This design comes from an exercise in tuning for small area, a short achievable clock period and few clock cycles on the open sky130 flow, not from production work.
Function was checked by simulation only, so behaviour that the tests miss may differ from the original.
Power and IR drop assume default switching activity.

==> flow/design.v <==
module tp_core (
    input  wire        clk,
    input  wire        rst,
    input  wire        in_valid,
    input  wire [7:0]  in_data,
    input  wire        in_last,
    output reg         in_ready,
    output reg         bit_valid,
    output reg         bit_data,
    output reg         pm_valid,
    output wire [7:0]  pm_pos,
    output wire [31:0] pm_obs,
    output reg  [5:0]  pm_obsn,
    output reg  [4:0]  pm_score,
    output reg         fr_valid,
    output reg  [7:0]  fr_start,
    output wire [7:0]  fr_end,
    output reg         done,
    output reg  [9:0]  marker_count,
    output wire [7:0]  bit_count,
    output reg  [2:0]  frame_count,
    output reg  [7:0]  frame_min_len,
    output reg  [7:0]  frame_max_len,
    output reg  [7:0]  pm_count,
    output reg         diag
);
    localparam [31:0] SYNCW = 32'hC3A55A1E;   
    localparam integer NG   = 86;             
    reg       i_v;
    reg [1:0] i_s;                  
    reg       i_last;
    reg       rst_q;                
    wire accept = in_valid & in_ready;
    reg            pv;              
    reg            nz;              
    reg            ph;              
    reg  [1:0]     ts;
    reg  [3:0]     cs;
    reg  [6:0]     hd;
    reg  [1:0]     hs;
    reg  [4:0]     g [0:NG-1];
    wire       mk   = i_s[0] & i_s[1];
    wire       push = i_v & ~mk & (ts == 2'd2);
    wire       adv  = nz & ~ph;
    wire [4:0] gnew = {1'b0, cs} + (i_s[1] ? 5'd18 : i_s[0] ? 5'd9 : 5'd0);
    wire [3:0] csn  = (ts == 2'd0) ? {2'b00, i_s} :
                      cs + (i_s[1] ? 4'd6 : i_s[0] ? 4'd3 : 4'd0);
    wire [4:0] ge [0:127];
    genvar gi;
    generate
        for (gi = 0; gi < 128; gi = gi + 1) begin : gext
            if (gi == 0)       assign ge[gi] = {1'b0, cs};
            else if (gi <= NG) assign ge[gi] = g[gi-1];
            else               assign ge[gi] = 5'd0;
        end
    endgenerate
    reg  [4:0] gmid;
    integer gx;
    always @(*) begin
        gmid = 5'd0;
        for (gx = 0; gx <= NG; gx = gx + 1)
            gmid = gmid | (ge[gx] & {5{hd == gx}});
    end
    reg       rd_v;
    reg [4:0] rd_g;
    reg [1:0] rd_hs;
    reg       rd_last;
    integer k;
    always @(posedge clk) begin
        if (push) begin
            g[0] <= gnew;
            for (k = 1; k < NG; k = k + 1)
                g[k] <= g[k-1];
        end
    end
    always @(posedge clk) begin
        rd_g  <= gmid;
        rd_hs <= hs;
        if (i_v & ~mk) begin
            cs <= csn;
            ts <= (ts == 2'd2) ? 2'd0 : ts + 2'd1;
            nz <= 1'b1;
            ph <= ~ph;
            if (adv)
                hs <= (hs == 2'd2) ? 2'd0 : hs + 2'd1;
            if (push)
                hd <= hd + 7'd1;
            else if (adv && hs == 2'd2)
                hd <= hd - 7'd1;
        end
        if (rst_q) begin
            pv <= 1'b0;
            rd_v <= 1'b0;
            rd_last <= 1'b0;
        end else begin
            rd_v    <= i_v & mk & pv & nz;
            rd_last <= i_v & i_last;
            if (i_v & mk)
                pv <= 1'b1;
            if (i_v & i_last)
                pv <= 1'b0;
        end
        if (rst_q || (i_v & (mk | i_last))) begin
            nz <= 1'b0;
            ph <= 1'b0;
            ts <= 2'd0;
            hd <= 7'd0;
            hs <= 2'd0;
        end
    end
    wire [1:0] dg2 = (rd_g >= 5'd18) ? 2'd2 : (rd_g >= 5'd9) ? 2'd1 : 2'd0;
    wire [3:0] rm2 = rd_g[3:0] - (dg2[1] ? 4'd2 : dg2[0] ? 4'd9 : 4'd0);    
    wire [1:0] dg1 = (rm2 >= 4'd6) ? 2'd2 : (rm2 >= 4'd3) ? 2'd1 : 2'd0;
    wire [1:0] dg0 = rm2[1:0] - (dg1[1] ? 2'd2 : dg1[0] ? 2'd3 : 2'd0);     
    wire [1:0] trit = (rd_hs == 2'd0) ? dg0 : (rd_hs == 2'd1) ? dg1 : dg2;
    reg r_last;
    always @(posedge clk) begin
        bit_data <= trit[1];
        if (rst_q) begin
            bit_valid <= 1'b0;
            r_last    <= 1'b0;
        end else begin
            bit_valid <= rd_v & (trit != 2'd0);
            r_last    <= rd_last;
        end
    end
    reg  [31:0] win;                
    reg         fl;                 
    reg         cl;                 
    reg         hw;                 
    reg         fopen;
    reg         fup;                
    reg  [7:0]  flen;               
    reg  [7:0]  pos;                
    reg         lpend;              
    reg         m1, m2, m3, m4;     
    assign pm_obs = win;
    assign fr_end = pos;
    assign pm_pos = pos;
    assign bit_count = pos;       
    wire        clr    = done | rst_q;    
    wire        sh_r   = bit_valid & ~rst_q;
    wire        shift  = (bit_valid | fl) & ~rst_q;
    wire        qv     = ~clr & (hw | (pos == 8'hFF));
    wire        wbusy  = fl | cl | done;
    wire        wlast  = r_last | lpend;
    wire [23:0] dnext = win[29:6] ^ SYNCW[31:8];
    reg  [2:0]  ps [0:3];
    integer pj;
    always @(posedge clk) begin
        if (shift)
            for (pj = 0; pj < 4; pj = pj + 1)
                ps[pj] <= {2'd0, dnext[6*pj]}   + {2'd0, dnext[6*pj+1]} + {2'd0, dnext[6*pj+2]}
                        + {2'd0, dnext[6*pj+3]} + {2'd0, dnext[6*pj+4]} + {2'd0, dnext[6*pj+5]};
    end
    wire [4:0]  ndiff = ({2'd0, ps[0]} + {2'd0, ps[1]}) + ({2'd0, ps[2]} + {2'd0, ps[3]});
    wire        hit   = (ndiff <= 5'd4);
    wire        exact = sh_r & qv & ({win[30:0], bit_data} == SYNCW) & (~fo0 | (flen >= 8'd32));
    wire [2:0]  fc0   = clr ? 3'd0 : frame_count;
    wire        fo0   = clr ? 1'b0 : fopen;
    wire        femit = (exact | cl) & fo0;       
    wire        nmin  = (fc0 == 3'd0) | (flen < frame_min_len);
    wire        nmax  = (fc0 == 3'd0) | (flen > frame_max_len);
    wire        c24   = cl & ~shift & ~clr;
    always @(posedge clk) begin
        win      <= ({win[30:0], sh_r & bit_data} & {32{shift}}) | (win & {32{~shift}});
        pm_score <= 5'd24 - ndiff;
        fr_start <= (pos & {8{fup}}) | (fr_start & {8{~fup}});
        if (rst_q) begin
            fl            <= 1'b0;
            cl            <= 1'b0;
            done          <= 1'b0;
            pm_valid      <= 1'b0;
            fr_valid      <= 1'b0;
            fup           <= 1'b0;
            lpend         <= 1'b0;
            {m1, m2, m3, m4} <= 4'd0;
        end else begin
            done     <= cl;
            cl       <= fl & (pm_obsn == 6'd25);
            pm_valid <= shift & qv & hit;
            fr_valid <= femit;
            fup      <= exact;
            {m1, m2, m3, m4} <= {i_v & mk, m1, m2, m3};
            if (wlast & ~wbusy)
                fl <= 1'b1;
            else if (fl & (pm_obsn == 6'd25))
                fl <= 1'b0;
            lpend <= wlast & wbusy;
            if (exact)
                flen <= 8'd1;
            else if (sh_r)
                flen <= flen + 8'd1;
            else if (fl && pm_obsn == 6'd32)
                flen <= flen + 8'd31;
        end
        marker_count <= (clr ? 10'd0 : marker_count) + {9'd0, m4 & ~rst_q};
        pm_count     <= (clr ? 8'd0 : pm_count) + {7'd0, pm_valid & ~rst_q};
        pm_obsn <= clr ? 6'd32 : pm_obsn - {5'd0, fl};
        if (shift)
            hw <= qv;
        else if (clr)
            hw <= 1'b0;
        pos <= (clr ? 8'd224 : pos) + {3'd0, c24, c24, 2'd0, shift};
        fopen <= exact ? 1'b1 : (cl ? 1'b0 : fo0);
        frame_count <= fc0 + {2'd0, femit};
        frame_min_len <= (flen & {8{femit & nmin}}) | (frame_min_len & {8{~(femit & nmin) & ~clr}});
        frame_max_len <= (flen & {8{femit & nmax}}) | (frame_max_len & {8{~(femit & nmax) & ~clr}});
        diag <= (cl & (pos != 8'd232) & (frame_count == 3'd0) & ~fopen) | (~cl & diag);
    end
    always @(posedge clk) begin
        i_s    <= in_data[1:0];
        i_last <= in_last;
        rst_q  <= rst;
        i_v    <= accept & ~rst_q;
        in_ready <= ~rst & (rst_q | (((fl & (pm_obsn == 6'd29)) | in_ready) & ~(accept & in_last)));
    end
endmodule
==> flow/config.mk <==
export PLATFORM = sky130hd
export DESIGN_NAME = tp_core
export DESIGN_NICKNAME = tp_core
export VERILOG_FILES = /design/flow/design.v
export SDC_FILE = /design/flow/constraint.sdc
export NUM_CORES = 4
export LEC_CHECK = 0
export CAP_MARGIN = 20
export CORE_MARGIN = 2
export CORE_UTILIZATION = 40
export CTS_CLUSTER_DIAMETER = 50
export CTS_CLUSTER_SIZE = 16
export SLEW_MARGIN = 20
==> flow/constraint.sdc <==
create_clock -name core_clock -period 10.0 [get_ports {clk}]
set_input_delay 2.0000 -clock core_clock [delete_from_list [all_inputs] [get_ports {clk}]]
set_output_delay 2.0000 -clock core_clock [all_outputs]
set_load 0.01 [all_outputs]
standard.sh (not shown) runs the stock make flow with config.mk's settings and CLKGATE_MAP_FILE= SYNTH_SCRIPT=/design/flow/synth_recipe.tcl, a recipe that flattens the netlist after the stock synthesis.
==> flow/flow/run.sh <==
#!/bin/bash
# Standard ORFS layout, with timing repair aiming at a larger setup margin.
set -euo pipefail
bash standard.sh SETUP_SLACK_MARGIN=6.8 finish > standard_flow.log 2>&1
The baseline finished with timing, DRC and antenna clean.
Testbench counts at the start, summed over its fixed seeds: cycles 49,242.
Next try:
CORE_UTILIZATION = 50   (was 40)
CTS_CLUSTER_DIAMETER = 60   (was 50)
CTS_CLUSTER_SIZE = 20   (was 16)
=> Final area decreases by 1.2%. Critical path depth increases by 2. Sequential share of layout area is higher by 0.77 points.
Next try:
==> flow/flow/run.sh (replaced) <==
#!/bin/bash
# Standard ORFS layout, with timing repair aiming at a larger setup margin.
set -euo pipefail
bash standard.sh SETUP_SLACK_MARGIN=7.0 finish > standard_flow.log 2>&1
CORE_UTILIZATION = 40   (was 50)
Via count came out higher by 1.5%.
Combinational power increases by about 3%.
Sequential share of layout area came out lower by 1.7 points.
Global-route usage drops by 4.4 points.
Total power stays flat.
Non-clock buffer count went up by 38.
Next try:
==> flow/flow/run.sh (replaced) <==
#!/bin/bash
# Standard ORFS layout, with timing repair aiming at a larger setup margin.
set -euo pipefail
bash standard.sh SETUP_SLACK_MARGIN=6.8 finish > standard_flow.log 2>&1
CTS_CLUSTER_DIAMETER = 100   (was 60)
CTS_CLUSTER_SIZE = 30   (was 20)
=> The new run completed without violations; setup slack is worse by 110 ps; via count is lower slightly; non-clock buffer count is lower by 20; total power is lower by roughly a tenth; wire length is lower slightly; area after synthesis does not change; maximum frequency is lower by a few percent.

-- what the ideal ports hide --
The results above use ideal ports. As a check the final layouts listed here were re-extracted and re-timed, cells and wires unchanged.
Step 1 assumes that a clkbuf_16 drives the clock port and a buf_2 every other input.
Step 2 moves the port delays by t, midway between the first and last clock arrival at a register: inputs arrive t later, outputs are due t later. That takes back most of the time a late clock gives input paths.
a / b / c = ideal / step 1 / step 2; a / b = the first two.
run	t (ns)	slack for setup (ns)	worst setup path at the end	slew at the worst register clock pin (ns)
the first run	0.659	6.797 / 6.740 / 6.842	register to register	0.07 / 0.07
the second run	0.639	6.717 / 6.664 / 6.733	register to register	0.08 / 0.08
the third run	0.655	6.818 / 6.756 / 6.821	register to register	0.09 / 0.09
the fourth run	0.653	6.704 / 6.648 / 6.746	register to register	0.12 / 0.12
After both steps setup and hold are still met in every run listed.
